From an optimization exercise on the open Yosys and OpenROAD flow, aimed at a short achievable clock period and few clock cycles; shortcuts taken in it are not production practice. Only simulation tests tie the RTL to the original design; equivalence was not proved. Power and IR drop assume default switching activity.

## config.mk

```make
export PLATFORM = sky130hd
export DESIGN_NAME = dpt_rx_engine
export DESIGN_NICKNAME = dpt_rx_engine
export VERILOG_FILES = /design/flow/design.v
export SDC_FILE = /design/flow/constraint.sdc
export NUM_CORES = 4
export LEC_CHECK = 0
export ABC_CLOCK_PERIOD_IN_PS = 2500
export CAP_MARGIN = 20
export CORE_MARGIN = 2
export CORE_UTILIZATION = 40
export CTS_CLUSTER_DIAMETER = 80
export CTS_CLUSTER_SIZE = 20
export PLACE_DENSITY = 0.6
export SETUP_SLACK_MARGIN = 5.0
export SLEW_MARGIN = 20
```

## constraint.sdc

```tcl
create_clock -name core_clock -period 8.0 [get_ports {clk}]
set_input_delay 1.6000 -clock core_clock [delete_from_list [all_inputs] [get_ports {clk}]]
set_output_delay 1.6000 -clock core_clock [all_outputs]
set_load 0.01 [all_outputs]
```

## design.v

```verilog
module dpt_rx_scan_step (
    input  wire       have,
    input  wire [7:0] b,
    input  wire       f16, f68, f10, fa2, fdc, fe5, fff, flead,
    input  wire [1:0] mode,
    input  wire [9:0] sp, cp, ep, f16p,
    input  wire [7:0] lead, b1,
    input  wire       t68, tdc, te5,
    input  wire [8:0] total, rem,
    input  wire       r0, r1, r2,         
    input  wire       rem_unk,
    input  wire       k1, k2, k3,         
    input  wire       bad, f16v,
    input  wire       c0, n16, n68, nff,
    output reg  [1:0] mode_n,
    output reg  [9:0] cp_n, ep_n, f16p_n,
    output reg  [7:0] lead_n, b1_n,
    output reg        t68_n, tdc_n, te5_n,
    output reg  [8:0] total_n, rem_n,
    output reg        r0_n, r1_n, r2_n,
    output reg        rem_unk_n,
    output reg        k1_n, k2_n, k3_n,
    output reg        bad_n, f16v_n,
    output reg        c0_n, n16_n, n68_n, nff_n,
    output reg        found,         
    output reg        fail,          
    output reg        back,          
    output reg        spawn          
);
    localparam [1:0] M_SEEK = 2'd0, M_CAND = 2'd1, M_DISC = 2'd2;
    wire bad_now = bad || (n16 && !f16) || (n68 && !f68) || (nff && fff);
    wire rem3    = (rem == 9'd3);
    always @(*) begin
        mode_n = mode; cp_n = cp; ep_n = ep; f16p_n = f16p;
        lead_n = lead; b1_n = b1; t68_n = t68; tdc_n = tdc; te5_n = te5;
        total_n = total; rem_n = rem; r0_n = r0; r1_n = r1; r2_n = r2;
        rem_unk_n = rem_unk; k1_n = k1; k2_n = k2; k3_n = k3;
        bad_n = bad; f16v_n = f16v;
        c0_n = c0; n16_n = n16; n68_n = n68; nff_n = nff;
        found = 1'b0; fail = 1'b0; back = 1'b0; spawn = 1'b0;
        if (have) begin
            case (mode)
                M_SEEK: begin
                    if (flead) begin
                        mode_n = M_CAND;
                        cp_n = sp;
                        lead_n = b;
                        t68_n = f68; tdc_n = fdc; te5_n = fe5;
                        rem_unk_n = f68;
                        k1_n = 1'b1; k2_n = 1'b0; k3_n = 1'b0;
                        bad_n = 1'b0;
                        f16v_n = 1'b0;
                        total_n = f10 ? 9'd6 : fa2 ? 9'd14 : fdc ? 9'd3 : 9'd1;
                        rem_n   = f10 ? 9'd5 : fa2 ? 9'd13 : fdc ? 9'd2 : 9'd0;
                        r0_n = fe5; r1_n = 1'b0; r2_n = fdc;
                        c0_n = fe5; n16_n = fe5; n68_n = 1'b0; nff_n = f68;
                        ep_n    = sp + (f10 ? 10'd7 : fa2 ? 10'd15 : fdc ? 10'd4 : 10'd2);
                    end
                end
                M_CAND: begin
                    if (c0) begin
                        mode_n = M_SEEK;
                        c0_n = 1'b0; n16_n = 1'b0; n68_n = 1'b0; nff_n = 1'b0;
                        if (!bad_now) begin
                            found = 1'b1;
                        end else begin
                            fail = 1'b1;
                            if (f16v) begin
                                back = 1'b1;
                            end else if (!f16) begin
                                mode_n = M_DISC;
                            end
                        end
                    end else begin
                        spawn = f16 && !f16v;
                        if (k1) b1_n = b;
                        k1_n = 1'b0; k2_n = k1; k3_n = k2;
                        c0_n  = !rem_unk && r1;
                        n16_n = !rem_unk && (tdc ? r2 : (r2 || rem3));
                        n68_n = t68 && k2;
                        nff_n = 1'b0;
                        bad_n = bad_now;
                        f16v_n = f16v || f16;
                        if (!f16v) f16p_n = sp + 10'd1;    
                        rem_unk_n = 1'b0;
                        if (rem_unk) begin
                            rem_n = {1'b0, b} + 9'd4;
                            r0_n = 1'b0; r1_n = 1'b0; r2_n = 1'b0;
                            total_n = 9'd6 + {1'b0, b};
                        end else begin
                            rem_n = rem - 9'd1;
                            r0_n = r1; r1_n = r2; r2_n = rem3;
                        end
                    end
                end
                default: begin   
                    if (f16) mode_n = M_SEEK;
                end
            endcase
        end
    end
endmodule
module dpt_rx_engine (
    input  wire        clk,
    input  wire        rst,
    input  wire        in_valid,
    output wire        in_ready,
    input  wire [1:0]  in_op,
    input  wire [31:0] in_data,
    output wire        ram_we,
    output wire [9:0]  ram_waddr,
    output wire [7:0]  ram_wdata,
    output wire [9:0]  ram_raddr,
    input  wire [7:0]  ram_rdata,
    output wire        mem_we,
    output wire [31:0] mem_addr,
    output wire [7:0]  mem_wdata,
    output wire        resp_valid,
    output wire [31:0] resp_value,
    output wire [9:0]  rxq_size,
    output wire [7:0]  idle_count,
    output reg  [31:0] cnt_rx,
    output reg  [31:0] cnt_overrun,
    output reg  [31:0] cnt_buserr
);
    localparam [7:0] TERM = 8'h16;
    localparam [1:0] M_SEEK = 2'd0,    
                     M_CAND = 2'd1,    
                     M_DISC = 2'd2;    
    localparam QW = 4;                 
    reg        rdy;
    reg [9:0]  head, tail, size;
    reg [7:0]  idle_cnt;
    reg        sem, busy, pend;
    reg [31:0] rx_addr;
    reg        pb_v;
    reg [9:0]  pb_pos;
    reg [7:0]  pb_d;
    reg        pl_v;
    reg [7:0]  pl_d;                 
    reg        pb_16, pb_68, pb_10, pb_a2, pb_dc, pb_e5, pb_ff, pb_lead;
    reg [9:0]  raddr;
    reg [9:0]  fp;                   
    reg        rf1;                  
    reg        rf2;                  
    reg        lost;                 
    reg        q_v;                  
    reg [7:0]  q_d;
    reg        q_16, q_68, q_10, q_a2, q_dc, q_e5, q_ff, q_lead;
    reg        live;                 
    reg [9:0]  sp;                   
    reg        mb;                   
    reg        rd_pend;              
    reg        cp_pend;              
    reg [9:0]  rd_sv;
    reg        s_park;               
    reg [9:0]  s_rp;                 
    reg        a_v;
    reg [1:0]  a_mode;
    reg [9:0]  a_cp, a_ep, a_f16p;
    reg [9:0]  a_ep68;               
    reg [7:0]  a_lead, a_b1;
    reg        a_t68, a_tdc, a_te5;
    reg [8:0]  a_total, a_rem;
    reg        a_r0, a_r1, a_r2, a_rem_unk, a_k1, a_k2, a_k3, a_bad, a_f16v;
    reg        a_c0, a_n16, a_n68, a_nff;
    reg        b_v;
    reg [1:0]  b_mode;
    reg [9:0]  b_cp, b_ep, b_f16p;
    reg [9:0]  b_ep68;
    reg [7:0]  b_lead, b_b1;
    reg        b_t68, b_tdc, b_te5;
    reg [8:0]  b_total, b_rem;
    reg        b_r0, b_r1, b_r2, b_rem_unk, b_k1, b_k2, b_k3, b_bad, b_f16v;
    reg        b_c0, b_n16, b_n68, b_nff;
    reg        z_v, z_park;
    reg [9:0]  z_rp;
    reg [1:0]  z_mode;
    reg [9:0]  z_cp, z_ep, z_f16p, z_ep68;
    reg [7:0]  z_lead, z_b1;
    reg        z_t68, z_tdc, z_te5;
    reg [8:0]  z_total, z_rem;
    reg        z_r0, z_r1, z_r2, z_rem_unk, z_k1, z_k2, z_k3, z_bad, z_f16v;
    reg        z_c0, z_n16, z_n68, z_nff;
    reg [9:0]  fq_p2   [0:(1<<QW)-1];
    reg [9:0]  fq_ep   [0:(1<<QW)-1];
    reg [7:0]  fq_lead [0:(1<<QW)-1];
    reg [7:0]  fq_b1   [0:(1<<QW)-1];
    reg [8:0]  fq_tot  [0:(1<<QW)-1];
    reg        fq_t1   [0:(1<<QW)-1];
    reg [QW:0] q_rd, q_uc, q_e1, q_wr;
    reg        q_stall;              
    reg        q_tight;              
    reg        ev_mf;                
    reg        ev_sf;                
    reg        ev_take;              
    reg        ev_drop;              
    reg        ev_conv;              
    reg        ev_zf;                
    reg        ev_t12;               
    reg        ev_drop2;             
    reg [9:0]  sz_p2, sz_ep;
    reg [7:0]  sz_lead, sz_b1;
    reg [8:0]  sz_tot;
    reg        sz_t1;
    reg        e2_skip;              
    reg [9:0]  sn_p2, sn_ep, ss_p2, ss_ep;
    reg [7:0]  sn_lead, sn_b1, ss_lead, ss_b1;
    reg [8:0]  sn_tot, ss_tot;
    reg        sn_t1, ss_t1;
    reg        dl;                   
    reg        ew;                   
    reg [9:0]  d_ep;                 
    reg        copying;
    reg        c_r;                  
    reg        c_d;                  
    reg        c_b1v;                
    reg [7:0]  c_b1;
    reg [9:0]  c_ptr, c_end;
    reg [8:0]  w_left;
    reg [8:0]  c_tot;
    reg        mem_we_r;
    reg [31:0] mem_addr_r;
    reg [7:0]  mem_wdata_r;
    reg        resp_v;
    reg [31:0] resp_val;
    assign in_ready   = rdy;
    assign ram_we     = pb_v;
    assign ram_waddr  = pb_pos;
    assign ram_wdata  = pb_d;
    assign ram_raddr  = raddr;
    assign mem_we     = mem_we_r;
    assign mem_addr   = mem_addr_r;
    assign mem_wdata  = mem_wdata_r;
    assign resp_valid = resp_v;
    assign resp_value = resp_val;
    assign rxq_size   = size;
    assign idle_count = idle_cnt;
    wire       have = pl_v || q_v;
    wire [7:0] b    = pl_d | q_d;
    wire f16  = pb_16  || q_16;
    wire f68  = pb_68  || q_68;
    wire f10  = pb_10  || q_10;
    wire fa2  = pb_a2  || q_a2;
    wire fdc  = pb_dc  || q_dc;
    wire fe5  = pb_e5  || q_e5;
    wire fff  = pb_ff  || q_ff;
    wire flead = pb_lead || q_lead;
    wire        q_nfull   = q_tight;
    wire        q_nfull_u = q_stall;
    wire        qu        = (q_uc != q_rd);       
    wire        qpend     = ev_mf || ev_sf || ev_take || ev_drop || ev_zf || ev_t12 ||
                            ev_drop2 || ev_conv;
    wire step = have && !q_nfull_u && !rd_pend && !cp_pend;
    wire [1:0] an_mode;
    wire [9:0] an_cp, an_ep, an_f16p;
    wire [7:0] an_lead, an_b1;
    wire       an_t68, an_tdc, an_te5, an_r0, an_r1, an_r2, an_rem_unk, an_k1, an_k2, an_k3;
    wire       an_bad, an_f16v;
    wire       an_c0, an_n16, an_n68, an_nff;
    wire [8:0] an_total, an_rem;
    wire       a_found, a_fail, a_back, a_spawn;
    dpt_rx_scan_step u_a (
        .have(step && (!mb || (a_v && !s_park))), .b(b),
        .f16(f16), .f68(f68), .f10(f10), .fa2(fa2), .fdc(fdc), .fe5(fe5), .fff(fff), .flead(flead),
        .mode(a_mode), .sp(sp), .cp(a_cp), .ep(a_ep), .f16p(a_f16p), .lead(a_lead), .b1(a_b1),
        .t68(a_t68), .tdc(a_tdc), .te5(a_te5), .total(a_total), .rem(a_rem),
        .r0(a_r0), .r1(a_r1), .r2(a_r2), .rem_unk(a_rem_unk), .k1(a_k1), .k2(a_k2), .k3(a_k3),
        .bad(a_bad), .f16v(a_f16v),
        .c0(a_c0), .n16(a_n16), .n68(a_n68), .nff(a_nff),
        .mode_n(an_mode), .cp_n(an_cp), .ep_n(an_ep), .f16p_n(an_f16p),
        .lead_n(an_lead), .b1_n(an_b1), .t68_n(an_t68), .tdc_n(an_tdc), .te5_n(an_te5),
        .total_n(an_total), .rem_n(an_rem), .r0_n(an_r0), .r1_n(an_r1), .r2_n(an_r2),
        .rem_unk_n(an_rem_unk), .k1_n(an_k1), .k2_n(an_k2), .k3_n(an_k3),
        .bad_n(an_bad), .f16v_n(an_f16v),
        .c0_n(an_c0), .n16_n(an_n16), .n68_n(an_n68), .nff_n(an_nff),
        .found(a_found), .fail(a_fail), .back(a_back), .spawn(a_spawn)
    );
    wire [1:0] bn_mode;
    wire [9:0] bn_cp, bn_ep, bn_f16p;
    wire [7:0] bn_lead, bn_b1;
    wire       bn_t68, bn_tdc, bn_te5, bn_r0, bn_r1, bn_r2, bn_rem_unk, bn_k1, bn_k2, bn_k3;
    wire       bn_bad, bn_f16v;
    wire       bn_c0, bn_n16, bn_n68, bn_nff;
    wire [8:0] bn_total, bn_rem;
    wire       b_found, b_fail, b_back, b_spawn;
    dpt_rx_scan_step u_b (
        .have(step && (mb || (b_v && !s_park))), .b(b),
        .f16(f16), .f68(f68), .f10(f10), .fa2(fa2), .fdc(fdc), .fe5(fe5), .fff(fff), .flead(flead),
        .mode(b_mode), .sp(sp), .cp(b_cp), .ep(b_ep), .f16p(b_f16p), .lead(b_lead), .b1(b_b1),
        .t68(b_t68), .tdc(b_tdc), .te5(b_te5), .total(b_total), .rem(b_rem),
        .r0(b_r0), .r1(b_r1), .r2(b_r2), .rem_unk(b_rem_unk), .k1(b_k1), .k2(b_k2), .k3(b_k3),
        .bad(b_bad), .f16v(b_f16v),
        .c0(b_c0), .n16(b_n16), .n68(b_n68), .nff(b_nff),
        .mode_n(bn_mode), .cp_n(bn_cp), .ep_n(bn_ep), .f16p_n(bn_f16p),
        .lead_n(bn_lead), .b1_n(bn_b1), .t68_n(bn_t68), .tdc_n(bn_tdc), .te5_n(bn_te5),
        .total_n(bn_total), .rem_n(bn_rem), .r0_n(bn_r0), .r1_n(bn_r1), .r2_n(bn_r2),
        .rem_unk_n(bn_rem_unk), .k1_n(bn_k1), .k2_n(bn_k2), .k3_n(bn_k3),
        .bad_n(bn_bad), .f16v_n(bn_f16v),
        .c0_n(bn_c0), .n16_n(bn_n16), .n68_n(bn_n68), .nff_n(bn_nff),
        .found(b_found), .fail(b_fail), .back(b_back), .spawn(b_spawn)
    );
    wire [1:0] zn_mode;
    wire [9:0] zn_cp, zn_ep, zn_f16p;
    wire [7:0] zn_lead, zn_b1;
    wire       zn_t68, zn_tdc, zn_te5, zn_r0, zn_r1, zn_r2, zn_rem_unk, zn_k1, zn_k2, zn_k3;
    wire       zn_bad, zn_f16v;
    wire       zn_c0, zn_n16, zn_n68, zn_nff;
    wire [8:0] zn_total, zn_rem;
    wire       z_found, z_fail, z_back, z_spawn;
    dpt_rx_scan_step u_z (
        .have(step && z_v && !z_park), .b(b),
        .f16(f16), .f68(f68), .f10(f10), .fa2(fa2), .fdc(fdc), .fe5(fe5), .fff(fff), .flead(flead),
        .mode(z_mode), .sp(sp), .cp(z_cp), .ep(z_ep), .f16p(z_f16p), .lead(z_lead), .b1(z_b1),
        .t68(z_t68), .tdc(z_tdc), .te5(z_te5), .total(z_total), .rem(z_rem),
        .r0(z_r0), .r1(z_r1), .r2(z_r2), .rem_unk(z_rem_unk), .k1(z_k1), .k2(z_k2), .k3(z_k3),
        .bad(z_bad), .f16v(z_f16v),
        .c0(z_c0), .n16(z_n16), .n68(z_n68), .nff(z_nff),
        .mode_n(zn_mode), .cp_n(zn_cp), .ep_n(zn_ep), .f16p_n(zn_f16p),
        .lead_n(zn_lead), .b1_n(zn_b1), .t68_n(zn_t68), .tdc_n(zn_tdc), .te5_n(zn_te5),
        .total_n(zn_total), .rem_n(zn_rem), .r0_n(zn_r0), .r1_n(zn_r1), .r2_n(zn_r2),
        .rem_unk_n(zn_rem_unk), .k1_n(zn_k1), .k2_n(zn_k2), .k3_n(zn_k3),
        .bad_n(zn_bad), .f16v_n(zn_f16v),
        .c0_n(zn_c0), .n16_n(zn_n16), .n68_n(zn_n68), .nff_n(zn_nff),
        .found(z_found), .fail(z_fail), .back(z_back), .spawn(z_spawn)
    );
    wire       s_v     = mb ? a_v : b_v;              
    wire       m_found = mb ? b_found : a_found;
    wire       m_fail  = mb ? b_fail  : a_fail;
    wire       m_back  = mb ? b_back  : a_back;
    wire       m_spawn = mb ? b_spawn : a_spawn;
    wire       n_found = mb ? a_found : b_found;
    wire       n_fail  = mb ? a_fail  : b_fail;
    wire       n_back  = mb ? a_back  : b_back;
    wire       n_spawn = mb ? a_spawn : b_spawn;
    wire [1:0] m_mode  = mb ? b_mode  : a_mode;
    wire [9:0] m_cp    = mb ? b_cp    : a_cp;
    wire [9:0] a_epx   = a_t68 ? a_ep68 : a_ep;
    wire [9:0] b_epx   = b_t68 ? b_ep68 : b_ep;
    wire [9:0] m_ep    = mb ? b_epx   : a_epx;
    wire [9:0] m_f16p  = mb ? b_f16p  : a_f16p;
    wire [7:0] m_lead  = mb ? b_lead  : a_lead;
    wire [7:0] m_b1    = mb ? b_b1    : a_b1;
    wire [8:0] m_total = mb ? b_total : a_total;
    wire       m_r0    = mb ? b_r0    : a_r0;
    wire       m_c0    = mb ? b_c0    : a_c0;
    wire       m_te5   = mb ? b_te5   : a_te5;
    wire       m_r1    = mb ? b_r1    : a_r1;
    wire       m_rem_unk = mb ? b_rem_unk : a_rem_unk;
    wire       m_bad   = mb ? b_bad   : a_bad;
    wire s_act   = s_v && !s_park;
    wire s_found = s_act && n_found && !m_found;   
    wire s_drop  = s_found && q_nfull;
    wire n_bk    = s_act && n_fail && n_back;
    wire [9:0] s_f16p = mb ? a_f16p : b_f16p;
    wire [9:0] pk_pos  = s_park ? s_rp : s_f16p;
    wire use_park = s_v && (s_park || n_bk);
    wire take    = step && m_fail && s_act && !n_back && !s_drop;
    wire conv    = step && m_fail && use_park;
    wire redirect = step && m_fail && m_back && !take;
    wire s_kill  = step && (m_found || (m_fail && !take) || s_drop);
    wire z_act   = z_v && !z_park;
    wire z_fnd   = z_act && z_found;
    wire z_drop  = z_fnd && q_nfull;                  
    wire z_bk    = z_act && z_fail && z_back;
    wire [9:0] z_pk = z_park ? z_rp : z_f16p;
    wire z_pd    = z_v && !z_drop && (z_park || z_bk);    
    wire n_fl    = step && s_act && n_fail && !m_found && !m_fail;
    wire p12     = n_fl && z_pd;
    wire z_up    = z_v && !z_drop && !n_found;
    wire z_kill  = step && (m_found || m_fail || s_found || s_drop || z_drop ||
                            (s_act && n_fail));
    wire z_mv  = take && z_up && !n_spawn;
    wire park    = step && n_bk && !m_found && !m_fail && !p12;
    wire acc   = in_valid && rdy;
    wire op_b  = (in_op == 2'd0);
    wire op_e  = (in_op == 2'd1);
    wire op_i  = (in_op == 2'd2);
    wire op_r  = (in_op == 2'd3);
    wire idle_zero = (idle_cnt == 8'd0);
    wire full  = (size == 10'd1023);
    wire addr_nz = |in_data;
    wire push   = acc && (op_b || (op_i && idle_zero));
    wire inj    = acc && op_i && idle_zero;
    wire pushed = push && !full;
    wire trig_w = acc && (op_e || (op_i && idle_zero)) && busy;
    wire trig_r = acc && op_r && !busy && sem;
    wire e2a = (m_mode == M_SEEK) && pl_v && pb_e5;
    wire e2b = (m_mode == M_CAND) && pl_v && !m_rem_unk && m_r1 && !m_bad && pb_16;
    wire e2c = (m_mode == M_CAND) && live && !pb_v && !m_rem_unk && m_r0 && !m_bad;
    wire e2  = !qu && !qpend && !e2_skip && !rd_pend && !cp_pend && (e2a || e2b || e2c);
    wire eager_f = trig_w && qu;
    wire eager_2 = trig_w && op_i && !full && e2;
    wire wait_ok = (m_mode == M_CAND) && live && !qu && !e2_skip && !rd_pend && !cp_pend &&
                   !ev_mf && !ev_take && !ev_conv &&
                   !(pl_v && m_c0) &&
                   !(op_i && (pl_v ? (!m_rem_unk && m_r1) : m_c0));
    wire eager_w = trig_w && wait_ok;
    wire lazy    = (trig_w && !eager_f && !eager_2 && !eager_w) || trig_r;
    wire [QW-1:0] qh = q_rd[QW-1:0];
    wire [9:0] s_p2_d  = qu ? fq_p2[qh]   : m_cp + 10'd2;
    wire [9:0] s_ep_d  = qu ? fq_ep[qh]   : e2a ? head + 10'd1 : m_ep;
    wire [7:0] s_lead_d= qu ? fq_lead[qh] : e2a ? 8'hE5 : m_lead;
    wire [7:0] s_b1_d  = qu ? fq_b1[qh]   : m_b1;
    wire [8:0] s_tot_d = qu ? fq_tot[qh]  : e2a ? 9'd1 : m_total;
    wire       s_t1_d  = qu ? fq_t1[qh]   : e2a || m_te5;    
    wire settled   = live && !pb_v && !ev_mf && !ev_take && !ev_conv && !e2_skip && !rd_pend &&
                     !cp_pend;
    wire [9:0] wt_size = (m_mode != M_CAND) ? 10'd0 : mb ? head - b_cp : head - a_cp;
    wire pend_x    = pend && !busy;                 
    wire pend_f    = pend && busy && qu;
    wire pend_wait = pend && busy && !qu && settled;
    wire deliver   = eager_f || eager_2 || pend_f;
    wire [9:0] wt   = (m_mode == M_CAND) ? m_cp : head;     
    wire [9:0] first  = s_p2_d;
    wire [9:0] c_nx    = c_ptr + 10'd1;
    wire [9:0] c_nx2   = c_ptr + 10'd2;
    wire       copy_rd = copying && (c_nx2 != c_end);
    wire [9:0] sp_inc  = sp + 10'd1;
    wire [9:0] rd_pos  = use_park ? pk_pos  : m_f16p;
    wire [9:0] fp_inc  = fp + 10'd1;
    wire       at_head  = (sp == head);
    wire       at_head1 = (sp_inc == head);
    wire       fp_head  = (fp == head);
    wire [9:0] sp_n    = rd_pend ? rd_sv : step ? sp_inc : sp;
    wire live_n = !rd_pend && (live ? (step || !pb_v) : ((step && at_head1) || at_head));
    wire restart = (live && !live_n) || rd_pend || (!live && have && !step) || lost;
    wire s_issue = !live_n && !copying && !restart && !fp_head;
    wire qg = rf2 && !restart && !live_n;
    wire pg = pushed && live_n;
    wire [9:0] fp_next = restart ? sp_n : ((copying || fp_head) ? fp : fp_inc);
    always @(posedge clk) begin
        pb_pos  <= head;
        pb_d    <= op_b ? in_data[7:0] : TERM;
        if (acc && op_r && !busy) rx_addr <= in_data;
        rd_sv <= rd_pos;
        if (take || p12) s_rp <= z_pk;
        else if (park)   s_rp <= s_f16p;
        if (z_bk) z_rp <= z_f16p;
        if (step) begin
            a_cp <= an_cp; a_ep <= an_ep; a_lead <= an_lead; a_b1 <= an_b1;
            a_t68 <= an_t68; a_tdc <= an_tdc; a_te5 <= an_te5; a_total <= an_total;
            a_rem <= an_rem; a_r0 <= an_r0; a_r1 <= an_r1; a_r2 <= an_r2;
            a_rem_unk <= an_rem_unk; a_k1 <= an_k1; a_k2 <= an_k2; a_k3 <= an_k3;
            a_bad <= an_bad; a_f16v <= an_f16v; a_f16p <= an_f16p;
            b_cp <= bn_cp; b_ep <= bn_ep; b_lead <= bn_lead; b_b1 <= bn_b1;
            b_t68 <= bn_t68; b_tdc <= bn_tdc; b_te5 <= bn_te5; b_total <= bn_total;
            b_rem <= bn_rem; b_r0 <= bn_r0; b_r1 <= bn_r1; b_r2 <= bn_r2;
            b_rem_unk <= bn_rem_unk; b_k1 <= bn_k1; b_k2 <= bn_k2; b_k3 <= bn_k3;
            b_bad <= bn_bad; b_f16v <= bn_f16v; b_f16p <= bn_f16p;
            z_cp <= zn_cp; z_ep <= zn_ep; z_lead <= zn_lead; z_b1 <= zn_b1;
            z_t68 <= zn_t68; z_tdc <= zn_tdc; z_te5 <= zn_te5; z_total <= zn_total;
            z_rem <= zn_rem; z_r0 <= zn_r0; z_r1 <= zn_r1; z_r2 <= zn_r2;
            z_rem_unk <= zn_rem_unk; z_k1 <= zn_k1; z_k2 <= zn_k2; z_k3 <= zn_k3;
            z_bad <= zn_bad; z_f16v <= zn_f16v; z_f16p <= zn_f16p;
        end
        if (cp_pend) begin
            if (mb) begin
                a_cp <= z_cp; a_ep <= z_ep; a_lead <= z_lead; a_b1 <= z_b1;
                a_t68 <= z_t68; a_tdc <= z_tdc; a_te5 <= z_te5; a_total <= z_total;
                a_rem <= z_rem; a_r0 <= z_r0; a_r1 <= z_r1; a_r2 <= z_r2;
                a_rem_unk <= z_rem_unk; a_k1 <= z_k1; a_k2 <= z_k2; a_k3 <= z_k3;
                a_bad <= z_bad; a_f16v <= z_f16v; a_f16p <= z_f16p;
            end else begin
                b_cp <= z_cp; b_ep <= z_ep; b_lead <= z_lead; b_b1 <= z_b1;
                b_t68 <= z_t68; b_tdc <= z_tdc; b_te5 <= z_te5; b_total <= z_total;
                b_rem <= z_rem; b_r0 <= z_r0; b_r1 <= z_r1; b_r2 <= z_r2;
                b_rem_unk <= z_rem_unk; b_k1 <= z_k1; b_k2 <= z_k2; b_k3 <= z_k3;
                b_bad <= z_bad; b_f16v <= z_f16v; b_f16p <= z_f16p;
            end
        end
        sn_p2 <= m_cp + 10'd2; sn_ep <= m_ep;
        z_ep68 <= z_cp + {1'b0, z_total} + 10'd1;
        a_ep68 <= (cp_pend && mb)  ? z_ep68 : a_cp + {1'b0, a_total} + 10'd1;
        b_ep68 <= (cp_pend && !mb) ? z_ep68 : b_cp + {1'b0, b_total} + 10'd1;
        sn_lead <= m_lead; sn_b1 <= m_b1; sn_tot <= m_total; sn_t1 <= m_te5;
        ss_p2 <= (mb ? a_cp : b_cp) + 10'd2; ss_ep <= mb ? a_epx : b_epx;
        ss_lead <= mb ? a_lead : b_lead; ss_b1 <= mb ? a_b1 : b_b1;
        ss_tot <= mb ? a_total : b_total; ss_t1 <= mb ? a_te5 : b_te5;
        sz_p2 <= z_cp + 10'd2; sz_ep <= z_t68 ? z_ep68 : z_ep; sz_lead <= z_lead; sz_b1 <= z_b1;
        sz_tot <= z_total; sz_t1 <= z_te5;
        if (ev_mf) begin
            fq_p2[q_uc[QW-1:0]] <= sn_p2; fq_ep[q_uc[QW-1:0]] <= sn_ep;
            fq_lead[q_uc[QW-1:0]] <= sn_lead; fq_b1[q_uc[QW-1:0]] <= sn_b1;
            fq_tot[q_uc[QW-1:0]] <= sn_tot; fq_t1[q_uc[QW-1:0]] <= sn_t1;
        end else if (ev_sf) begin
            fq_p2[q_e1[QW-1:0]] <= ss_p2; fq_ep[q_e1[QW-1:0]] <= ss_ep;
            fq_lead[q_e1[QW-1:0]] <= ss_lead; fq_b1[q_e1[QW-1:0]] <= ss_b1;
            fq_tot[q_e1[QW-1:0]] <= ss_tot; fq_t1[q_e1[QW-1:0]] <= ss_t1;
        end else if (ev_zf) begin
            fq_p2[q_wr[QW-1:0]] <= sz_p2; fq_ep[q_wr[QW-1:0]] <= sz_ep;
            fq_lead[q_wr[QW-1:0]] <= sz_lead; fq_b1[q_wr[QW-1:0]] <= sz_b1;
            fq_tot[q_wr[QW-1:0]] <= sz_tot; fq_t1[q_wr[QW-1:0]] <= sz_t1;
        end
        d_ep <= s_ep_d;
        mem_addr_r  <= copying ? mem_addr_r + 32'd1 : rx_addr;
        mem_wdata_r <= !copying ? s_lead_d : c_b1v ? c_b1 : ram_rdata;
        resp_val    <= (acc && op_r && !addr_nz) ? ~in_data :
                       {23'd0, copying ? c_tot : s_tot_d};
        if (!copying) begin
            c_tot       <= s_tot_d;
            w_left      <= s_tot_d;
            c_b1        <= s_b1_d;
            c_end       <= s_ep_d;
            c_ptr       <= s_p2_d;
        end else begin
            if (c_b1v || c_d) w_left <= w_left - 9'd1;
            if (copy_rd) c_ptr <= c_nx;
        end
        if (deliver)       raddr <= first;
        else if (copy_rd)  raddr <= c_nx;
        else               raddr <= fp;
        fp <= fp_next;
    end
    always @(posedge clk) begin
        if (rst) begin
            rdy <= 1'b1;
            head <= 10'd0; tail <= 10'd0; size <= 10'd0;
            idle_cnt <= 8'd0;
            sem <= 1'b0; busy <= 1'b0; pend <= 1'b0; dl <= 1'b0; ew <= 1'b0;
            cnt_rx <= 32'd0; cnt_overrun <= 32'd0; cnt_buserr <= 32'd0;
            pb_v <= 1'b0;
            rf1 <= 1'b0; rf2 <= 1'b0; q_v <= 1'b0; lost <= 1'b0; pl_v <= 1'b0;
            pl_d <= 8'd0; q_d <= 8'd0;
            {pb_16, pb_68, pb_10, pb_a2, pb_dc, pb_e5, pb_ff, pb_lead} <= 8'd0;
            {q_16, q_68, q_10, q_a2, q_dc, q_e5, q_ff, q_lead} <= 8'd0;
            live <= 1'b1; sp <= 10'd0; mb <= 1'b0; s_park <= 1'b0; rd_pend <= 1'b0;
            cp_pend <= 1'b0;
            z_v <= 1'b0; z_park <= 1'b0; z_mode <= M_SEEK; {z_c0, z_n16, z_n68, z_nff} <= 4'd0;
            a_v <= 1'b0; a_mode <= M_SEEK; b_v <= 1'b0; b_mode <= M_SEEK;
            {a_c0, a_n16, a_n68, a_nff} <= 4'd0; {b_c0, b_n16, b_n68, b_nff} <= 4'd0;
            q_rd <= 0; q_uc <= 0; q_e1 <= 0; q_wr <= 0; q_stall <= 1'b0; q_tight <= 1'b0;
            ev_zf <= 1'b0; ev_t12 <= 1'b0; ev_drop2 <= 1'b0; ev_conv <= 1'b0;
            ev_mf <= 1'b0; ev_sf <= 1'b0; ev_take <= 1'b0; ev_drop <= 1'b0;
            e2_skip <= 1'b0;
            copying <= 1'b0; c_r <= 1'b0; c_d <= 1'b0; c_b1v <= 1'b0;
            mem_we_r <= 1'b0; resp_v <= 1'b0;
        end else begin
            if (acc && op_b) cnt_rx <= cnt_rx + 32'd1;
            if (acc && op_e) cnt_buserr <= cnt_buserr + 32'd1;
            if (push && full) cnt_overrun <= cnt_overrun + 32'd1;
            if (acc && (op_b || op_e)) idle_cnt <= 8'd0;
            else if (acc && op_i && idle_cnt != 8'd255) idle_cnt <= idle_cnt + 8'd1;
            pb_v <= pushed;
            if (pushed) head <= head + 10'd1;
            if (trig_w) sem <= 1'b0;
            else if (acc && (op_e || (op_i && idle_zero))) sem <= 1'b1;
            if (acc && op_r && addr_nz && !busy) busy <= 1'b1;
            live <= live_n;
            sp   <= sp_n;
            rd_pend <= redirect;
            cp_pend <= step && z_mv;
            if (cp_pend) begin
                if (mb) begin
                    a_mode <= z_mode; {a_c0, a_n16, a_n68, a_nff} <= {z_c0, z_n16, z_n68, z_nff};
                end else begin
                    b_mode <= z_mode; {b_c0, b_n16, b_n68, b_nff} <= {z_c0, z_n16, z_n68, z_nff};
                end
                z_v <= 1'b0; z_park <= 1'b0;
            end
            if (step) begin
                a_mode <= an_mode;
                b_mode <= bn_mode;
                z_mode <= zn_mode;
                {a_c0, a_n16, a_n68, a_nff} <= {an_c0, an_n16, an_n68, an_nff};
                {b_c0, b_n16, b_n68, b_nff} <= {bn_c0, bn_n16, bn_n68, bn_nff};
                {z_c0, z_n16, z_n68, z_nff} <= {zn_c0, zn_n16, zn_n68, zn_nff};
                if (mb) begin
                    if (take)          a_v <= 1'b1;
                    else if (m_spawn) begin
                        a_v <= 1'b1; a_mode <= M_SEEK; {a_c0, a_n16, a_n68, a_nff} <= 4'd0;
                    end
                    else if (s_kill)   a_v <= 1'b0;
                    if (take) begin
                        b_v <= z_up || n_spawn;
                        b_mode <= M_SEEK; {b_c0, b_n16, b_n68, b_nff} <= 4'd0;
                    end
                end else begin
                    if (take)          b_v <= 1'b1;
                    else if (m_spawn) begin
                        b_v <= 1'b1; b_mode <= M_SEEK; {b_c0, b_n16, b_n68, b_nff} <= 4'd0;
                    end
                    else if (s_kill)   b_v <= 1'b0;
                    if (take) begin
                        a_v <= z_up || n_spawn;
                        a_mode <= M_SEEK; {a_c0, a_n16, a_n68, a_nff} <= 4'd0;
                    end
                end
                if (take) mb <= !mb;
                if (take)          s_park <= !n_spawn && z_up && (z_park || z_bk);
                else if (p12 || park) s_park <= 1'b1;
                else if (m_spawn || s_kill) s_park <= 1'b0;
                if (z_mv) begin
                    if (z_bk) z_park <= 1'b1;           
                end else if (take || p12 || z_kill) begin
                    z_v <= 1'b0; z_park <= 1'b0;
                end else if (n_spawn && s_act) begin
                    z_v <= 1'b1; z_park <= 1'b0;
                    z_mode <= M_SEEK; {z_c0, z_n16, z_n68, z_nff} <= 4'd0;
                end else if (z_bk) begin
                    z_park <= 1'b1;
                end
            end
            ev_mf    <= step && m_found && !e2_skip;
            ev_sf    <= step && s_found && !s_drop;
            ev_zf    <= step && z_fnd && !z_drop && !m_found && !s_found;
            ev_take  <= take;
            ev_conv  <= conv;
            ev_t12   <= p12;
            ev_drop2 <= step && (z_drop || park);
            ev_drop  <= step && ((m_fail && !take && !use_park) || s_drop ||
                                 (m_found && e2_skip));
            begin : queue_update
                reg [QW:0] rd_n, uc_n, e1_n, wr_n, n_u, n_a;
                reg [QW:0] w0, e1a, wa;
                reg [QW:0] c_uc, c_uc1, c_e1, c_e11, c_wr, c_wr1, cw0, ce1a, cwa;
                rd_n = (deliver && qu) ? q_rd + 1'b1 : q_rd;
                w0   = ev_zf ? q_wr + 1'b1 : ev_drop2 ? q_e1 : q_wr;
                e1a  = ev_sf ? q_e1 + 1'b1 : ev_t12 ? w0 : q_e1;
                wa   = ev_sf ? q_e1 + 1'b1 : w0;
                uc_n = ev_mf ? q_uc + 1'b1 : (ev_take || ev_conv) ? e1a : q_uc;
                e1_n = ev_mf ? q_uc + 1'b1 : ev_take ? wa : ev_conv ? e1a : ev_drop ? q_uc : e1a;
                wr_n = ev_mf ? q_uc + 1'b1 : ev_take ? wa : ev_conv ? e1a : ev_drop ? q_uc : wa;
                c_uc = q_uc - q_rd;  c_uc1 = c_uc + 1'b1;
                c_e1 = q_e1 - q_rd;  c_e11 = c_e1 + 1'b1;
                c_wr = q_wr - q_rd;  c_wr1 = c_wr + 1'b1;
                cw0  = ev_zf ? c_wr1 : ev_drop2 ? c_e1 : c_wr;
                ce1a = ev_sf ? c_e11 : ev_t12 ? cw0 : c_e1;
                cwa  = ev_sf ? c_e11 : cw0;
                n_u  = ev_mf ? c_uc1 : (ev_take || ev_conv) ? ce1a : c_uc;
                n_a  = ev_mf ? c_uc1 : ev_take ? cwa : ev_conv ? ce1a : ev_drop ? c_uc : cwa;
                q_rd <= rd_n; q_uc <= uc_n; q_e1 <= e1_n; q_wr <= wr_n;
                q_stall <= (n_u >= (1 << QW) - 1);
                q_tight <= (n_a >= (1 << QW) - 2);
            end
            if (lazy) begin
                pend <= 1'b1;
                rdy  <= 1'b0;
            end
            dl <= deliver;
            ew <= eager_w;
            if (pend_x) begin
                pend <= 1'b0;
                rdy  <= 1'b1;
            end
            if (pend_wait) begin
                pend <= 1'b0;
                rdy  <= 1'b1;
                sem  <= 1'b0;
                tail <= wt;
                size <= wt_size;
                if (m_mode == M_DISC) begin
                    if (mb) b_mode <= M_SEEK; else a_mode <= M_SEEK;
                end
            end else if (dl) begin
                tail <= d_ep;
                size <= head - d_ep;
            end else if (ew) begin
                size <= head - tail;
                rdy  <= 1'b1;
            end else if (eager_w) begin
                tail <= m_cp;
                rdy  <= 1'b0;
            end else begin
                size <= pushed ? size + 10'd1 : size;
            end
            if (eager_2) e2_skip <= 1'b1;
            else if (step && m_found) e2_skip <= 1'b0;
            rf1  <= s_issue && !deliver && !copy_rd;
            lost <= s_issue && (deliver || copy_rd);
            rf2  <= rf1 && !restart;
            q_v  <= qg;
            q_d  <= qg ? ram_rdata : 8'd0;
            q_16 <= qg && (ram_rdata == TERM);
            q_68 <= qg && (ram_rdata == 8'h68);
            q_10 <= qg && (ram_rdata == 8'h10);
            q_a2 <= qg && (ram_rdata == 8'hA2);
            q_dc <= qg && (ram_rdata == 8'hDC);
            q_e5 <= qg && (ram_rdata == 8'hE5);
            q_ff <= qg && (ram_rdata == 8'hFF);
            q_lead <= qg && ((ram_rdata == 8'h10) || (ram_rdata == 8'h68) || (ram_rdata == 8'hA2) ||
                             (ram_rdata == 8'hDC) || (ram_rdata == 8'hE5));
            pl_v    <= pg;
            pl_d    <= !pg ? 8'd0 : op_b ? in_data[7:0] : TERM;
            pb_16   <= pg && (op_b ? (in_data[7:0] == TERM) : 1'b1);
            pb_68   <= pg && op_b && (in_data[7:0] == 8'h68);
            pb_10   <= pg && op_b && (in_data[7:0] == 8'h10);
            pb_a2   <= pg && op_b && (in_data[7:0] == 8'hA2);
            pb_dc   <= pg && op_b && (in_data[7:0] == 8'hDC);
            pb_e5   <= pg && op_b && (in_data[7:0] == 8'hE5);
            pb_ff   <= pg && op_b && (in_data[7:0] == 8'hFF);
            pb_lead <= pg && op_b && ((in_data[7:0] == 8'h10) || (in_data[7:0] == 8'h68) ||
                                      (in_data[7:0] == 8'hA2) || (in_data[7:0] == 8'hDC) ||
                                      (in_data[7:0] == 8'hE5));
            c_d  <= c_r;
            mem_we_r <= 1'b0;
            resp_v   <= 1'b0;
            if (deliver) begin
                busy     <= 1'b0;
                pend     <= 1'b0;
                sem      <= 1'b0;
                rdy      <= 1'b0;
                copying  <= !s_t1_d;
                mem_we_r <= 1'b1;
                resp_v   <= s_t1_d;
                c_b1v    <= !s_t1_d;
                c_r      <= !s_t1_d;
            end else begin
                c_b1v <= 1'b0;
                c_r   <= copy_rd;
                if (c_b1v || c_d) begin
                    mem_we_r <= 1'b1;
                    if (w_left == 9'd2) begin
                        resp_v  <= 1'b1;
                        copying <= 1'b0;
                    end
                end
                if (acc && op_r && !addr_nz) resp_v <= 1'b1;
            end
            if (resp_v && !rdy && !pend) rdy <= 1'b1;
        end
    end
endmodule
```

## flow/run.sh

```bash
#!/bin/bash
# Standard ORFS flow (the standard.sh), with the resizer free to change a
# cell's footprint while it repairs timing, and aiming for more setup slack.
set -o pipefail
bash standard.sh MATCH_CELL_FOOTPRINT=0 SETUP_SLACK_MARGIN=5.5 finish > standard.log 2>&1
```

## standard.sh

```bash
#!/bin/bash
# synth_recipe.tcl (not shown) runs the flow's synth.tcl, then flattens the netlist and writes it again
# the make line also repeats each setting of config.mk as NAME=value (left out here)
make -C /OpenROAD-flow-scripts/flow DESIGN_CONFIG=/design/flow/config.mk WORK_HOME=/design/flow/orfs CLKGATE_MAP_FILE= SYNTH_SCRIPT=/design/flow/synth_recipe.tcl "${@:-finish}"
```

==> results.txt, run 1 <==
EDFF count, synth=910; Initial Utilization=roughly two fifths; total gr overflow=0; setup TNS=0 ns; Tmin final=roughly 2.9 ns; r2r setup slk=5.17 ns; CTS tree=built; Main synth FF type=edfxtp_1; first-pass GRT wire length=between 300,000 and 400,000 microns; static leakage=between 30 and 40 nW; Avg Inst Size Synth=between 10 and 15 sq um; critical path type=input pin to flip-flop; routed len/inst=29.75 microns; CP max-delay cell=or3_1; max-cap violation count=0; Distinct cells, synth=a little over 90; core area=173,600 sq um; initial antenna violation count=17; Register-to-Register Path Depth=10; via count=54,740; cells after synthesis=5,774; WP data arrival=3.55 ns; worst hold slack=~0.41 ns; PD cells=156.8 nW/um^2; worst path cell trace=buf_12, buf_12, nor4bb_4, buf_4, and4_4, nand2_4, nor2_4, and4_4, nand3_4, or3_1, a21oi_2; routability cong.=around 0.93; RSZ-0062 raised after global routing=yes; drt pass-1 iters=6; Die W=about 420 microns; R2R Path End=resp_val[5]; Layout Nets=between 6,000 and 7,000; critical path required time=between 8 and 9 ns; #FFs+latches synth=between 1,500 and 2,000; Die Ht=roughly 420 microns; Bufs and invs on worst path=3; Critical Path Stages=11; DRC=0; GRT Util Overall=around 28%; CTS buffer count=94; maximum vdd drop=just under 0.2 mV; CP top delay family=simple AND/OR/NAND/NOR gates; root buffer cell=clkbuf_16; vias in the first global route=roughly 50,000; Seq/Total Area, Yosys=between 50% and 60%; latest clock arrival within the worst-skew pair=just under 0.8 ns; initial drt markers=~6,900; final setup vio count=0; syn_nets=5,932; fin crit share=between 30% and 40%; Layout area overhead=34.54%; Mapped Area=between 60,000 and 70,000 sq um; clk_skew=0.06453 ns; # rows=roughly 150; post-route ant nets=0; worst setup path end=cnt_rx[31]; Worst-Margin Slew=roughly 1.2 ns; CP Launch Point=in_op[1]; HP Class=flip-flop to flip-flop; Final Slew Violations=0; Crit. End Element=flip-flop; hold buffers post-CTS=0; via/cell ratio=approximately 6; synth warn=2; largest net degree at the start of global routing=76; Final Hold Fails=0; drt total wl=271,800 microns; Max clock buf depth=3; share of layout cells above drive strength 1=a little under two fifths; Max Fanout on Critical Path=5; Die ar.=about 180,000 sq um; ys async rst share=0%; Max Clk Rate=347.9 MHz; # IOs=263; slowest stage delay, CP=roughly 0.35 ns; HPWL after detailed placement=about 140,000 microns; Clock transition at path regs=approximately 0.090 ns; # clock sinks=1,613; slew margin rel.=20.55%; CP startpoint kind=input pin; PortBufs=approximately 260; status=finished clean; H-tree depth=3
==> how the worst min path moves through the flow <==
stage                    start   endpoint  depth (start not counted)
finish                 z_b1[5]   sz_b1[5]                          0
global route        z_total[0]  sz_tot[0]                          0
CTS                    z_b1[5]   sz_b1[5]                          0
detailed placement  z_total[0]  sz_tot[0]                          0
global placement         z_te5      sz_t1                          0
floorplan              head[9]  pb_pos[9]                          0
==> area by class of cell <==
| cell class | instances | area, sq um |
|---|---|---|
| clock inverter | 18 | 265.3 |
| timing repair inverter | 4 | 40.04 |
| timing repair buffer | 1164 | 14250 |
| tap | 2325 | 2909 |
| antenna | 4 | 10.01 |
| sequential | 1613 | 42000 |
| multi-input combinational | 3722 | 31210 |
| clock buffer | 144 | 2581 |
| inverter | 141 | 588.1 |
| fill | 14050 | 79780 |
==> per-layer routing <==
layer  global-route usage [%]  wire [microns]  vias up
li1                         -               -    23230
met2                    43.94          122000     3410
met1                    35.86           99330    27260
met3                    7.290           31620      826
met4                    12.29           18780       10
met5                        0              62        -
==> kinds of logic (layout without fill, tap and decap cells) <==
group                      count (synthesis)  in the layout  share of synthesized area [%]
buffers and inverters                    454           1471                          2.540
xor gates and xnor gates                 331            331                          4.156
and+or+nand+nor                         1766           1778                          11.67
adders and majority gates                113            113                          2.134
muxes                                    480            480                          11.16
AOI/OAI and AO/OA                       1017           1020                          8.992
other                                      0              4                              0
DFF                                     1613           1613                          59.35
==> placed cells by master (no fill, tap or decap), drive strengths merged, types with 15 or more instances in the layout <==
cell type     Yosys  final
mux2             83     83
or2              23     23
buf              80   1033
a22oi            25     25
nand2b           44     45
a21oi           333    333
o221ai           41     41
o21ai           290    291
nor2            613    620
mux4            230    230
nand4            57     57
nand2           537    537
inv             137    136
xnor2           169    169
o21a             15     16
a221oi           15     15
clkbuf          233    243
a31oi            33     33
o31ai            16     16
edfxtp          910    910
o211ai           25     25
o22ai            51     51
ha              103    103
a211oi           45     45
nor2b            47     48
and3             48     48
dlymetal6s2s      0     22
and4             19     19
mux2i           167    167
or3              44     45
and2             31     31
nor3             84     84
nand3           119    121
xor2            162    162
a21o             22     23
nor4             43     43
dfxtp           703    703
==> through the flow <==
step / util (%) / cell area (sq um) / total power, mW / instances / setup slack [ns]
global route: 54.05 / 93840 / 15.09 / 9132 / 5.034
detailed placement: 43.54 / 75600 / 9.564 / 8144 / 3.180
floorplan: - / 70730 / 9.311 / 5774 / 4.556
CTS: 50.99 / 88540 / 14.69 / 8891 / 5.099
global placement: 43.53 / 75590 / 9.564 / 8144 / 3.210
finish: 54.05 / 93850 / 14.72 / 9135 / 5.126
==> repair_timing <==
action | in CTS | in global routing
setup endpoints to repair | 2422 | 1846
setup buffers | 479 | 184
cloned | 106 | 55
pin swaps | 187 | 223
gates resized for setup | 2135 | 595
==> state kept, by name, summed over array words and instances, names as in the netlist, 16 cells and up, named ones only <==
signal / cells
resp_val: 32
cnt_rx: 32
fq_lead: 128
rx_addr: 32
fq_b1: 128
cnt_buserr: 32
cnt_overrun: 32
fq_tot: 144
fq_ep: 160
fq_t1: 16
mem_addr_r: 32
fq_p2: 160
==> report_power, final <==
group / leakage [nW] / internal [mW] / switching (mW)
Sequential: 13.7 / 8.73 / 0.0962
Combinational: 17.5 / 0.312 / 0.362
Clock: 1.36 / 2.30 / 2.92
==> cells in the mapped netlist, types with 46 or more instances <==
master / instances / share of area, %
o21ai_0: 286 / 2.1
a21oi_1: 333 / 2.4
buf_1: 46 / 0.25
nand2_1: 536 / 2.9
nand4_1: 56 / 0.50
inv_1: 137 / 0.74
nor3_1: 84 / 0.60
mux2i_1: 167 / 2.4
ha_1: 103 / 1.8
xnor2_1: 169 / 2.1
xor2_1: 162 / 2.0
clkbuf_1: 232 / 1.2
mux4_2: 230 / 7.4
nor2_1: 611 / 3.3
nand3_1: 118 / 0.85
dfxtp_1: 703 / 20
edfxtp_1: 910 / 39
nor2b_1: 47 / 0.42
mux2_2: 83 / 1.3
o22ai_1: 51 / 0.46
and3_1: 48 / 0.43
Testbench counts, summed over its fixed seeds: cycles 109,971.
==> run 2, diff against run 1 <==
--- a/design.v
+++ b/design.v
@@ -131,6 +131,7 @@
     reg        rdy;
     reg [9:0]  head, tail, size;
     reg [7:0]  idle_cnt;
+    reg [31:0] rx_p1, ovr_p1, err_p1;    
     reg        sem, busy, pend;
     reg [31:0] rx_addr;
     reg        pb_v;
@@ -519,6 +520,7 @@
             idle_cnt <= 8'd0;
             sem <= 1'b0; busy <= 1'b0; pend <= 1'b0; dl <= 1'b0; ew <= 1'b0;
             cnt_rx <= 32'd0; cnt_overrun <= 32'd0; cnt_buserr <= 32'd0;
+            rx_p1 <= 32'd1; ovr_p1 <= 32'd1; err_p1 <= 32'd1;
             pb_v <= 1'b0;
             rf1 <= 1'b0; rf2 <= 1'b0; q_v <= 1'b0; lost <= 1'b0; pl_v <= 1'b0;
             pl_d <= 8'd0; q_d <= 8'd0;
@@ -536,9 +538,18 @@
             copying <= 1'b0; c_r <= 1'b0; c_d <= 1'b0; c_b1v <= 1'b0;
             mem_we_r <= 1'b0; resp_v <= 1'b0;
         end else begin
-            if (acc && op_b) cnt_rx <= cnt_rx + 32'd1;
-            if (acc && op_e) cnt_buserr <= cnt_buserr + 32'd1;
-            if (push && full) cnt_overrun <= cnt_overrun + 32'd1;
+            if (acc && op_b) begin
+                cnt_rx <= rx_p1;
+                rx_p1  <= rx_p1 + 32'd1;
+            end
+            if (acc && op_e) begin
+                cnt_buserr <= err_p1;
+                err_p1     <= err_p1 + 32'd1;
+            end
+            if (push && full) begin
+                cnt_overrun <= ovr_p1;
+                ovr_p1      <= ovr_p1 + 32'd1;
+            end
             if (acc && (op_b || op_e)) idle_cnt <= 8'd0;
             else if (acc && op_i && idle_cnt != 8'd255) idle_cnt <= idle_cnt + 8'd1;
             pb_v <= pushed;
==> run 2 against run 1 <==
Die area grew 4.5%. Flip-flop and latch count grew 96. Combinational power increased by 6.4%. Still clean on timing, DRC and antenna. Worst setup slack got worse by 0.071 ns. Clock power grew 9.6%.
==> results.txt, run 2 <==
PortBufs=262 (unchanged); Max clock buf depth=3 (unchanged); sequential cell fraction of total power=59.2% (was 60.0%); static leakage=33.84 nW (was 32.61 nW); worst path cell trace=buf_6 (was buf_12, buf_12, nor4bb_4, buf_4, and4_4, nand2_4, nor2_4, and4_4, nand3_4, or3_1, a21oi_2); r2r setup slk=5.22 ns (was 5.17 ns); clk_skew=0.06317 ns (was 0.06453 ns); largest net degree at the start of global routing=98 (was 76); via count=54,450 (was 54,740); final setup vio count=0 (unchanged); Bufs and invs on worst path=1 (was 3); Die ar.=185,700 sq um (was 177,700 sq um); most frequent cells in the layout=edfxtp_1, nand2_1, nor2_1 (was edfxtp_1, nor2_1, buf_4); synth warn=2 (unchanged); routed len/inst=27.07 microns (was 29.75 microns); Final Hold Fails=0 (unchanged); Switching Share=23.12% (was 22.96%); cell taking the most area after synthesis=edfxtp_1 (unchanged); Max Fanout on Critical Path=1 (was 5); first-pass GRT wire length=354,800 microns (was 362,700 microns); share of layout cells above drive strength 1=33.69% (was 36.95%); DRC=0 (unchanged); cells after synthesis=6,134 (was 5,774); setup TNS=0 ns (unchanged); Avg Inst Size Synth=11.89 sq um (was 12.08 sq um); Initial Utilization=40.30% (was 40.18%); Main synth FF type=edfxtp_1 (unchanged); Critical Path Stages=1 (was 11); CP startpoint kind=flip-flop (was input pin); CTS tree=built (unchanged); Layout area overhead=28.58% (was 34.54%); # clock sinks=1,709 (was 1,613); RSZ-0062 raised after global routing=yes (unchanged); max-cap violation count=0 (unchanged); routability cong.=0.9316 (was 0.9279); hold-critical path depth=0 (unchanged); # rows=156 (was 153); critical path type=flip-flop to output pin (was input pin to flip-flop); Crit. End Element=output pin (was flip-flop); Register-to-Register Path Depth=11 (was 10); root buffer cell=clkbuf_16 (unchanged); CP top delay family=flip-flops (was simple AND/OR/NAND/NOR gates); GRT Util Overall=25.84% (was 27.78%); drt total wl=252,900 microns (was 271,800 microns); commonest non-fill, non-tap cell in the layout=edfxtp_1 (unchanged); initial antenna violation count=6 (was 17); Final Slew Violations=0 (unchanged); slew margin rel.=23.81% (was 20.55%); ys async rst share=0% (unchanged); Internal Power=12.13 mW (was 11.34 mW); latest clock arrival within the worst-skew pair=0.81 ns (was 0.79 ns); critical path required time=6.40 ns (was 8.68 ns); vias in the first global route=51,080 (was 50,570); EDFF count, synth=910 (unchanged); Die Ht=431.0 microns (was 421.6 microns); H-tree depth=3 (unchanged); Layout Nets=7,044 (was 6,898); clock share of power=36.2% (was 35.5%); post-synth top area share=37.47% (was 39.17%); PD cells=168.2 nW/um^2 (was 156.8 nW/um^2); Worst-Margin Slew=1.139 ns (was 1.159 ns); most common cell in the netlist=edfxtp_1 (unchanged); post-route ant nets=0 (unchanged); Clock transition at path regs=0.09 ns (about the same); fin worst setup slack=5.055 ns (was 5.126 ns); # IOs=263 (unchanged); Max Clk Rate=339.6 MHz (was 347.9 MHz); Die W=431.0 microns (was 421.6 microns); via/cell ratio=5.829 (was 5.992); largest cells by area after synthesis=edfxtp_1, dfxtp_1, mux4_2 (unchanged); Power, Total=15.77 mW (was 14.72 mW); hold buffers post-CTS=0 (unchanged); Distinct cells, synth=95 (was 93); status=finished clean (unchanged); maximum vdd drop=0.2003 mV (was 0.1936 mV); syn_nets=6,292 (was 5,932); CTS buffer count=103 (was 94); core area=180,900 sq um (was 173,600 sq um); HP Class=flip-flop to flip-flop (unchanged); fillers=15,210 (was 14,050); CP max-delay cell=dfxtp_4 (was or3_1); #FFs+latches synth=1,709 (was 1,613); Mapped Area=72,920 sq um (was 69,760 sq um); fin crit share=36.81% (was 35.93%); area of the multi-input gates=31,960 sq um (was 31,210 sq um); drt pass-1 iters=6 (unchanged); Tmin final=2.945 ns (was 2.874 ns); post-place setup slack=3.119 ns (was 3.180 ns); HPWL after detailed placement=149,200 microns (was 141,000 microns); WP data arrival=1.35 ns (was 3.55 ns); total gr overflow=0 (unchanged); initial drt markers=6,485 (was 6,902); FF/Latch Area=43,840 sq um (was 42,000 sq um); slowest stage delay, CP=0.44 ns (was 0.35 ns); Net Switching=3.646 mW (was 3.380 mW); Seq/Total Area, Yosys=59.41% (was 59.35%); power share of the combinational group=4.5% (was 4.6%); synth cell count leaders=edfxtp_1, dfxtp_1, nand2_1, nor2_1, a21oi_1 (was edfxtp_1, dfxtp_1, nor2_1, nand2_1, a21oi_1)
-- run 2: cell families (layout without fill, tap and decap cells) --
family                   count (synthesis)  count (layout)  share of synthesized area, %
AND/OR/NAND/NOR                       1875            1890                         11.63
AO/OA/AOI/OAI                         1077            1084                         9.010
adder cells (fa/ha/maj)                113             113                         2.042
XOR/XNOR                               337             337                         4.104
flip-flops                            1709            1709                         59.41
buffers and inverters                  517            1330                         2.740
multiplexers                           506             506                         11.06
other                                    0               2                             0
-- run 2: path summary, 6_finish.rpt --
kind,start,end
worst min register to register,z_b1[5],sz_b1[5]
worst max-delay path,raddr[9],ram_raddr[9]
worst max register to register,idle_cnt[1],raddr[3]
worst min-delay path,z_b1[5],sz_b1[5]
-- run 2: timing repair --
action                                 in CTS  in global routing
resized for setup                        1954                471
endpoints found under the hold margin       0                  0
setup buffers                             338                189
setup endpoints to repair                2413               1311
cloned                                     64                 19
pin swaps                                 148                209
-- run 2: power by group through the flow --
stage / Clock [mW] / Combinational, mW / Sequential (mW)
after global routing: 6.09 / 0.753 / 9.34
final: 5.72 / 0.717 / 9.34
after detailed placement: 0 / 0.550 / 9.55
after floorplan: 0 / 0.294 / 9.51
after CTS: 5.79 / 0.653 / 9.34
after global placement: 0 / 0.545 / 9.55
-- run 2: area by class of cell --
type                            instances  area share, %
Sequential cell                      1709          46.75
Inverter                              174         0.7526
Tap cell                             2370          3.163
Timing Repair Buffer                  967          11.77
Multi-Input combinational cell       3930          34.09
Antenna cell                            2       0.005338
Timing Repair inverter                  1       0.008006
Clock buffer                          165          3.109
Clock inverter                         23         0.3536
-- run 2: layer usage --
metal | up-vias | wire [microns] | GRT usage, %
met5 | - | 13 | 0
met4 | 2 | 13450 | 11.73
met3 | 527 | 23450 | 4.843
met2 | 2608 | 115100 | 40.40
met1 | 27420 | 100900 | 34.95
li1 | 23900 | - | -
-- run 2: stage by stage --
| step | std cells | hold slack (ns) | area [sq um] | utilization [%] |
|---|---|---|---|---|
| after floorplan | 6134 | 0.3290 | 73950 | - |
| after global placement | 8540 | 0.3728 | 78860 | 43.59 |
| after detailed placement | 8541 | 0.3694 | 78890 | 43.60 |
| after CTS | 9131 | 0.3977 | 89840 | 49.65 |
| after global routing | 9340 | 0.4255 | 93760 | 51.82 |
| final | 9341 | 0.4169 | 93760 | 51.82 |
Testbench counts of run 2, summed over its fixed seeds: cycles 109,971.
==> run 3, diff against run 2 <==
--- a/config.mk
+++ b/config.mk
@@ -8,9 +8,9 @@
 export ABC_CLOCK_PERIOD_IN_PS = 2500
 export CAP_MARGIN = 20
 export CORE_MARGIN = 2
-export CORE_UTILIZATION = 40
+export CORE_UTILIZATION = 50
 export CTS_CLUSTER_DIAMETER = 80
 export CTS_CLUSTER_SIZE = 20
-export PLACE_DENSITY = 0.6
+export PLACE_DENSITY = 0.65
 export SETUP_SLACK_MARGIN = 5.0
 export SLEW_MARGIN = 20
==> run 3 against run 2 <==
Critical path type unchanged. Still clean on timing, DRC and antenna. Global-route usage is 5.1 points higher. Synthesized area stayed put. Register-to-register slack worse by 0.03 ns. Synthesized cell count stayed put. Total power is 0.45% higher. Sequential power hardly changed. Clock skew is 0.021 ns lower. Worst hold slack worse by 0.033 ns. Largest power group unchanged. Largest cell class unchanged.
==> results.txt, run 3 <==
CP startpoint kind=flip-flop (unchanged); Net Switching=3.638 mW (was 3.646 mW); Worst-Margin Slew=1.099 ns (was 1.139 ns); total gr overflow=0 (unchanged); #FFs+latches synth=1,709 (unchanged); PD cells=172.0 nW/um^2 (was 168.2 nW/um^2); ys async rst share=0% (unchanged); Tmin final=2.882 ns (was 2.945 ns); Final Hold Fails=0 (unchanged); origin of the critical flop-to-flop path=mb (was idle_cnt[1]); worst hold slack=0.3838 ns (was 0.4169 ns); busiest grt layer=met2 (unchanged); cells after synthesis=6,134 (unchanged); largest net degree at the start of global routing=190 (was 98); critical path required time=6.40 ns (about the same); setup TNS=0 ns (unchanged); WP data arrival=1.28 ns (was 1.35 ns); syn_nets=6,292 (unchanged); slew margin rel.=26.62% (was 23.81%); CTS tree=built (unchanged); Max clock buf depth=3 (unchanged); routed len/inst=27.34 microns (was 27.07 microns); routability cong.=0.9539 (was 0.9316); Layout Nets=6,979 (was 7,044); Crit. End Element=output pin (unchanged); final setup vio count=0 (unchanged); initial drt markers=6,214 (was 6,485); Hold Path Origin=z_total[0] (was z_b1[5]); Layout area overhead=26.35% (was 28.58%); most common cell in the netlist=edfxtp_1 (unchanged); Max Clk Rate=347.0 MHz (was 339.6 MHz); via count=54,360 (was 54,450); H-tree depth=3 (unchanged); fin worst setup slack=5.118 ns (was 5.055 ns); DRC=0 (unchanged); cell taking the most area after synthesis=edfxtp_1 (unchanged); # rows=140 (was 156); post-route ant nets=0 (unchanged); most frequent cells in the layout=edfxtp_1, nand2_1, nor2_1 (unchanged); Main synth FF type=edfxtp_1 (unchanged); Placed Area=78,210 sq um (was 78,890 sq um); Bufs and invs on worst path=1 (unchanged); post-route cell area=92,140 sq um (was 93,760 sq um); # clock sinks=1,709 (unchanged); max-cap violation count=0 (unchanged); CTS buffer count=105 (was 103); Switching Share=22.96% (was 23.12%); clock share of power=36.6% (was 36.2%); CP max-delay cell=dfxtp_4 (unchanged); first-pass GRT wire length=339,800 microns (was 354,800 microns); post-place setup slack=2.875 ns (was 3.119 ns); HPWL after detailed placement=138,600 microns (was 149,200 microns); latest clock arrival within the worst-skew pair=0.77 ns (was 0.81 ns); synth warn=2 (unchanged); static leakage=33.37 nW (was 33.84 nW); commonest non-fill, non-tap cell in the layout=edfxtp_1 (unchanged); fin crit share=36.03% (was 36.81%); GRT Util Overall=30.99% (was 25.84%); initial antenna violation count=9 (was 6); PortBufs=262 (unchanged); met3 global-route usage=5.278% (was 4.843%); worst path cell trace=buf_6 (unchanged); drt total wl=241,400 microns (was 252,900 microns); critical path type=flip-flop to output pin (unchanged); CP Launch Point=rdy (was raddr[9]); Die ar.=148,900 sq um (was 185,700 sq um); post-synth top area share=37.47% (unchanged); HP Class=flip-flop to flip-flop (unchanged); power share of the combinational group=4.6% (was 4.5%); Clock transition at path regs=0.09 ns (about the same); Final Slew Violations=0 (unchanged); core area=145,200 sq um (was 180,900 sq um); slowest stage delay, CP=0.41 ns (was 0.44 ns); drt pass-1 iters=6 (unchanged); CP top delay family=flip-flops (unchanged); # IOs=263 (unchanged); Die W=385.9 microns (was 431.0 microns); Die Ht=385.9 microns (was 431.0 microns); met1 GRT Util=43.10% (was 34.95%); Mapped Area=72,920 sq um (unchanged); largest cells by area after synthesis=edfxtp_1, dfxtp_1, mux4_2 (unchanged); sequential cell fraction of total power=58.9% (was 59.2%); synth cell count leaders=edfxtp_1, dfxtp_1, nand2_1, nor2_1, a21oi_1 (unchanged); RSZ-0062 raised after global routing=yes (unchanged); EDFF count, synth=910 (unchanged); Initial Utilization=50.22% (was 40.30%); met2 global-route usage=48.61% (was 40.40%); maximum vdd drop=0.2187 mV (was 0.2003 mV); Avg Inst Size Synth=11.89 sq um (unchanged); via/cell ratio=6.156 (was 5.829); Max Fanout on Critical Path=2 (was 1); share of layout cells above drive strength 1=32.06% (was 33.69%); Distinct cells, synth=95 (unchanged); clk_skew=0.04220 ns (was 0.06317 ns); hold buffers post-CTS=0 (unchanged); Seq/Total Area, Yosys=59.41% (unchanged); r2r setup slk=5.19 ns (was 5.22 ns); root buffer cell=clkbuf_16 (unchanged); Internal Power=12.21 mW (was 12.13 mW); status=finished clean (unchanged); fillers=10,860 (was 15,210); vias in the first global route=50,470 (was 51,080)
[run 3: what timing repair did]
| item | in CTS | in global routing |
|---|---|---|
| gates resized for setup | 1907 | 364 |
| pin swaps | 148 | 161 |
| setup endpoints to repair | 2439 | 1370 |
| setup buffers | 335 | 146 |
| gates cloned | 62 | 16 |
[run 3: layout make-up]
| cell class | count | area [sq um] | share of cell area [%] |
|---|---|---|---|
| Multi-Input combinational cell | 3927 | 31580 | 34.27 |
| Tap cell | 1917 | 2399 | 2.603 |
| Timing Repair inverter | 1 | 7.507 | 0.008148 |
| Clock buffer | 161 | 2915 | 3.164 |
| Antenna cell | 7 | 17.52 | 0.01901 |
| Inverter | 174 | 715.7 | 0.7768 |
| Timing Repair Buffer | 903 | 10250 | 11.13 |
| Clock inverter | 31 | 436.7 | 0.4739 |
| Sequential cell | 1709 | 43810 | 47.55 |
[run 3: final timing paths]
path                                  end  cells after the start
worst max-delay path             in_ready                      1
worst min-delay path            sz_tot[0]                      0
worst max register to register    size[9]                     13
worst min register to register  sz_tot[0]                      0
[run 3: metrics by stage]
step / util, % / instances / power, mW
5_1_grt: 63.44 / 8825 / 16.26
6_report: 63.45 / 8830 / 15.84
3_5_place_dp: 53.85 / 8072 / 10.10
3_3_place_gp: 53.85 / 8071 / 10.09
2_1_floorplan: - / 6134 / 9.807
4_1_cts: 61.33 / 8661 / 15.84
[run 3: routing by layer]
layer	vias up	part of all wire, %
met4	6	4.5
met2	2844	46
met5	-	0.017
met1	27140	40
li1	23820	-
met3	552	9.5
[run 3: power groups by stage]
stage	sequential, mW	clock, mW	combinational [mW]
2_1_floorplan	9.51	0	0.294
3_3_place_gp	9.54	0	0.554
3_5_place_dp	9.54	0	0.560
4_1_cts	9.33	5.85	0.665
5_1_grt	9.33	6.17	0.757
6_report	9.33	5.80	0.722
[run 3: cell families (layout without fill, tap and decap cells)]
family	count (synthesis)	count (layout)	share of synthesized area, %
simple gates	1875	1889	11.63
flops	1709	1709	59.41
compound gates	1077	1082	9.010
buf+inv	517	1270	2.740
mux	506	506	11.06
xor+xnor	337	337	4.104
fa+ha+maj	113	113	2.042
other cells	0	7	0

[re-timing with driven ports]
No port has a modelled driver above. Below, the same layouts with a new extraction and two added sets of constraints.
Step 1 sets driving cells, clkbuf_16 on the clock port and buf_2 on the other inputs (assumed; they add their load-dependent delay and slew).
Step 2 times the ports against the registers' clock, not the clock port: input delays grow and output delays shrink by t, the midpoint of the rising clock arrivals with the driver on.
Three values: ideal, step 1, step 2; two values: the first two.
run | t, ns | setup WS [ns] | worst data-port slew with drivers (ns)
run 1 | 0.836 | 5.126 / 5.044 / 4.312 | 0.14
run 2 | 0.865 | 5.055 / 4.968 / 4.357 | 0.08
run 3 | 0.836 | 5.118 / 5.033 / 4.418 | 0.13
After both steps every run listed still meets setup and hold. For run 1, which loses most, drivers alone change the setup slack by -0.082 ns; drivers and shift together by -0.814 ns.
